Context: an optimization exercise on an open-source flow, tuned for small area, a short achievable clock period and few clock cycles. The choices shown serve that exercise and are no tape-out recipe. The RTL was checked by simulation tests, not by an equivalence proof against the original design.

==> flow/design.v <==
module salsa20_qr (
    input  wire [31:0] a_i,
    input  wire [31:0] b_i,
    input  wire [31:0] c_i,
    input  wire [31:0] d_i,
    output wire [31:0] a_o,
    output wire [31:0] b_o,
    output wire [31:0] c_o,
    output wire [31:0] d_o
);
    wire [31:0] s1 = a_i + d_i;
    wire [31:0] b1 = b_i ^ {s1[24:0], s1[31:25]};    
    wire [31:0] s2 = b1 + a_i;
    wire [31:0] c1 = c_i ^ {s2[22:0], s2[31:23]};    
    wire [31:0] s3 = c1 + b1;
    wire [31:0] d1 = d_i ^ {s3[18:0], s3[31:19]};    
    wire [31:0] s4 = d1 + c1;
    wire [31:0] a1 = a_i ^ {s4[13:0], s4[31:14]};    
    assign a_o = a1;
    assign b_o = b1;
    assign c_o = c1;
    assign d_o = d1;
endmodule
module salsa20_round (
    input  wire [511:0] x_i,
    output wire [511:0] x_o      
);
    wire [31:0] x [0:15];
    wire [31:0] y [0:15];    
    genvar i;
    generate
        for (i = 0; i < 16; i = i + 1) begin : g_words
            assign x[i] = x_i[32*i +: 32];
            assign x_o[32*i +: 32] = y[4*(i%4) + i/4];
        end
    endgenerate
    salsa20_qr u_c0 (.a_i(x[0]),  .b_i(x[4]),  .c_i(x[8]),  .d_i(x[12]),
                     .a_o(y[0]),  .b_o(y[4]),  .c_o(y[8]),  .d_o(y[12]));
    salsa20_qr u_c1 (.a_i(x[5]),  .b_i(x[9]),  .c_i(x[13]), .d_i(x[1]),
                     .a_o(y[5]),  .b_o(y[9]),  .c_o(y[13]), .d_o(y[1]));
    salsa20_qr u_c2 (.a_i(x[10]), .b_i(x[14]), .c_i(x[2]),  .d_i(x[6]),
                     .a_o(y[10]), .b_o(y[14]), .c_o(y[2]),  .d_o(y[6]));
    salsa20_qr u_c3 (.a_i(x[15]), .b_i(x[3]),  .c_i(x[7]),  .d_i(x[11]),
                     .a_o(y[15]), .b_o(y[3]),  .c_o(y[7]),  .d_o(y[11]));
endmodule
module xsalsa20_ksg (
    input  wire         clk,
    input  wire         rst,
    input  wire         cmd_valid,
    output wire         cmd_ready,
    input  wire [255:0] cmd_key,
    input  wire [191:0] cmd_nonce,
    input  wire [63:0]  cmd_ctr,
    input  wire [15:0]  cmd_nblocks,
    output wire         ks_valid,
    input  wire         ks_ready,
    output wire [511:0] ks_data,
    output wire         ks_last
);
    localparam [31:0] SIGMA0 = 32'h61707865;
    localparam [31:0] SIGMA1 = 32'h3320646e;
    localparam [31:0] SIGMA2 = 32'h79622d32;
    localparam [31:0] SIGMA3 = 32'h6b206574;
    localparam [1:0] S_IDLE  = 2'd0;   
    localparam [1:0] S_ROUND = 2'd1;   
    localparam [1:0] S_LOAD  = 2'd2;   
    localparam [1:0] S_OUT   = 2'd3;   
    reg [1:0]   state;
    reg         hs;          
    reg [4:0]   round;       
    reg [511:0] x;           
    reg [255:0] subkey;
    reg [63:0]  ntail;       
    reg [63:0]  ctr;         
    reg [15:0]  remaining;   
    wire [511:0] x_r;
    salsa20_round u_round (.x_i(x), .x_o(x_r));
    function [511:0] load_state;
        input [255:0] k;
        input [127:0] v;
        begin
            load_state = {SIGMA3, k[255:128], SIGMA2, v, SIGMA1, k[127:0], SIGMA0};
        end
    endfunction
    wire [63:0]  ctr_inc  = ctr + 64'd1;
    wire [63:0]  ctr_load = (state == S_OUT) ? ctr_inc : ctr;
    wire [511:0] hs_init  = load_state(cmd_key, cmd_nonce[127:0]);
    wire [511:0] blk_init = load_state(subkey, {ctr_load, ntail});
    wire [511:0] j        = load_state(subkey, {ctr, ntail});
    wire last_round = (round == 5'd19);
    wire last_block = (remaining == 16'd1);
    always @(posedge clk) begin
        if (rst) begin
            state     <= S_IDLE;
            round     <= 5'd0;
            remaining <= 16'd0;
        end else begin
            case (state)
                S_IDLE: begin
                    if (cmd_valid) begin
                        x         <= hs_init;
                        ntail     <= cmd_nonce[191:128];
                        ctr       <= cmd_ctr;
                        remaining <= cmd_nblocks;
                        hs        <= 1'b1;
                        round     <= 5'd0;
                        state     <= S_ROUND;
                    end
                end
                S_ROUND: begin
                    x     <= x_r;
                    round <= last_round ? 5'd0 : round + 5'd1;
                    if (last_round) begin
                        if (hs) begin
                            subkey <= {x_r[32*9 +: 32], x_r[32*8 +: 32], x_r[32*7 +: 32], x_r[32*6 +: 32],
                                       x_r[32*15 +: 32], x_r[32*10 +: 32], x_r[32*5 +: 32], x_r[32*0 +: 32]};
                            state  <= S_LOAD;
                        end else begin
                            state  <= S_OUT;
                        end
                    end
                end
                S_LOAD: begin
                    x     <= blk_init;
                    hs    <= 1'b0;
                    state <= S_ROUND;
                end
                S_OUT: begin
                    if (ks_ready) begin
                        remaining <= remaining - 16'd1;
                        if (last_block) begin
                            state <= S_IDLE;
                        end else begin
                            x     <= blk_init;
                            ctr   <= ctr_inc;
                            state <= S_ROUND;
                        end
                    end
                end
                default: state <= S_IDLE;
            endcase
        end
    end
    genvar w;
    generate
        for (w = 0; w < 16; w = w + 1) begin : g_ff
            assign ks_data[32*w +: 32] = x[32*w +: 32] + j[32*w +: 32];
        end
    endgenerate
    assign cmd_ready = (state == S_IDLE);
    assign ks_valid  = (state == S_OUT);
    assign ks_last   = last_block;
endmodule
==> flow/config.mk <==
export PLATFORM = sky130hd
export DESIGN_NAME = xsalsa20_ksg
export DESIGN_NICKNAME = xsalsa20_ksg
export VERILOG_FILES = /design/flow/design.v
export SDC_FILE = /design/flow/constraint.sdc
export NUM_CORES = 4
export LEC_CHECK = 0
export CAP_MARGIN = 40
export CORE_MARGIN = 2
export CORE_UTILIZATION = 30
export SETUP_SLACK_MARGIN = 0.3
export SLEW_MARGIN = 20
==> flow/constraint.sdc <==
create_clock -name core_clock -period 35.0 [get_ports {clk}]
set_input_delay 7.0000 -clock core_clock [delete_from_list [all_inputs] [get_ports {clk}]]
set_output_delay 7.0000 -clock core_clock [all_outputs]
set_load 0.01 [all_outputs]
run.sh (not shown) runs the stock make flow with config.mk's settings and CLKGATE_MAP_FILE= SYNTH_SCRIPT=/design/flow/synth_recipe.tcl, a recipe that flattens the netlist after the stock synthesis.
Testbench counts at the start, summed over its fixed seeds: cycles 37,931.
Rerun with:
--- a/flow/design.v
+++ b/flow/design.v
@@ -1,2 +1,30 @@
+module salsa20_add32 (
+    input  wire [31:0] a,
+    input  wire [31:0] b,
+    output wire [31:0] s
+);
+    wire [31:0] p0 = a ^ b;
+    wire [31:0] g0 = a & b;
+    wire [31:0] g [0:5];
+    wire [31:0] p [0:5];
+    assign g[0] = g0;
+    assign p[0] = p0;
+    genvar l, i;
+    generate
+        for (l = 0; l < 5; l = l + 1) begin : g_lvl
+            for (i = 0; i < 32; i = i + 1) begin : g_bit
+                if ((i >> l) & 1) begin : g_comb
+                    localparam integer J = ((i >> l) << l) - 1;
+                    assign g[l+1][i] = g[l][i] | (p[l][i] & g[l][J]);
+                    assign p[l+1][i] = p[l][i] & p[l][J];
+                end else begin : g_pass
+                    assign g[l+1][i] = g[l][i];
+                    assign p[l+1][i] = p[l][i];
+                end
+            end
+        end
+    endgenerate
+    assign s = p0 ^ {g[5][30:0], 1'b0};
+endmodule
 module salsa20_qr (
     input  wire [31:0] a_i,
@@ -9,11 +37,12 @@
     output wire [31:0] d_o
 );
-    wire [31:0] s1 = a_i + d_i;
+    wire [31:0] s1, s2, s3, s4;
+    salsa20_add32 u_s1 (.a(a_i), .b(d_i), .s(s1));
     wire [31:0] b1 = b_i ^ {s1[24:0], s1[31:25]};    
-    wire [31:0] s2 = b1 + a_i;
+    salsa20_add32 u_s2 (.a(b1), .b(a_i), .s(s2));
     wire [31:0] c1 = c_i ^ {s2[22:0], s2[31:23]};    
-    wire [31:0] s3 = c1 + b1;
+    salsa20_add32 u_s3 (.a(c1), .b(b1), .s(s3));
     wire [31:0] d1 = d_i ^ {s3[18:0], s3[31:19]};    
-    wire [31:0] s4 = d1 + c1;
+    salsa20_add32 u_s4 (.a(d1), .b(c1), .s(s4));
     wire [31:0] a1 = a_i ^ {s4[13:0], s4[31:14]};    
     assign a_o = a1;
@@ -145,5 +174,5 @@
     generate
         for (w = 0; w < 16; w = w + 1) begin : g_ff
-            assign ks_data[32*w +: 32] = x[32*w +: 32] + j[32*w +: 32];
+            salsa20_add32 u_ff (.a(x[32*w +: 32]), .b(j[32*w +: 32]), .s(ks_data[32*w +: 32]));
         end
     endgenerate
Sequential cell count does not change.
Cell count drops by 12%.
Synthesized cell count falls by 15%.
Global-route usage is lower by 0.12 points.
Fmax grows by 2.9%.
Final area is lower by 6.8%.
Setup slack gains 390 ps.
Non-clock buffer count went down by 46.
Wire length decreases by 9.5%.
Via count decreases by 14%.
Testbench counts after the change, summed over its fixed seeds: cycles 37,931.

[afterwards: timing with drivers on the ports]
How much do the figures lean on ideal ports? The routed layouts below were timed once more, with nothing changed but the port constraints.
Step 1: set_driving_cell puts a clkbuf_16 on clk and a buf_2 on each other input, an assumption about the parent block.
Step 2 moves the port delays by t, midway between the first and last clock arrival at a register: inputs arrive t later, outputs are due t later. That takes back most of the time a late clock gives input paths.
a / b / c = no drivers / after step 1 / after step 2; a / b = the first two.
| run | t, ns | setup WS [ns] | hold slack, ns | worst register clock-pin slew, ns | cell pins on the clock port's net |
|---|---|---|---|---|---|
| the first run | 0.888 | 20.981 / 20.981 / 20.981 | 0.505 / 0.505 / 0.505 | 0.07 / 0.07 | 1 |
| the second run | 0.895 | 21.370 / 21.370 / 21.370 | 0.501 / 0.501 / 0.501 | 0.07 / 0.07 | 1 |
After both steps every run listed still meets setup and hold.
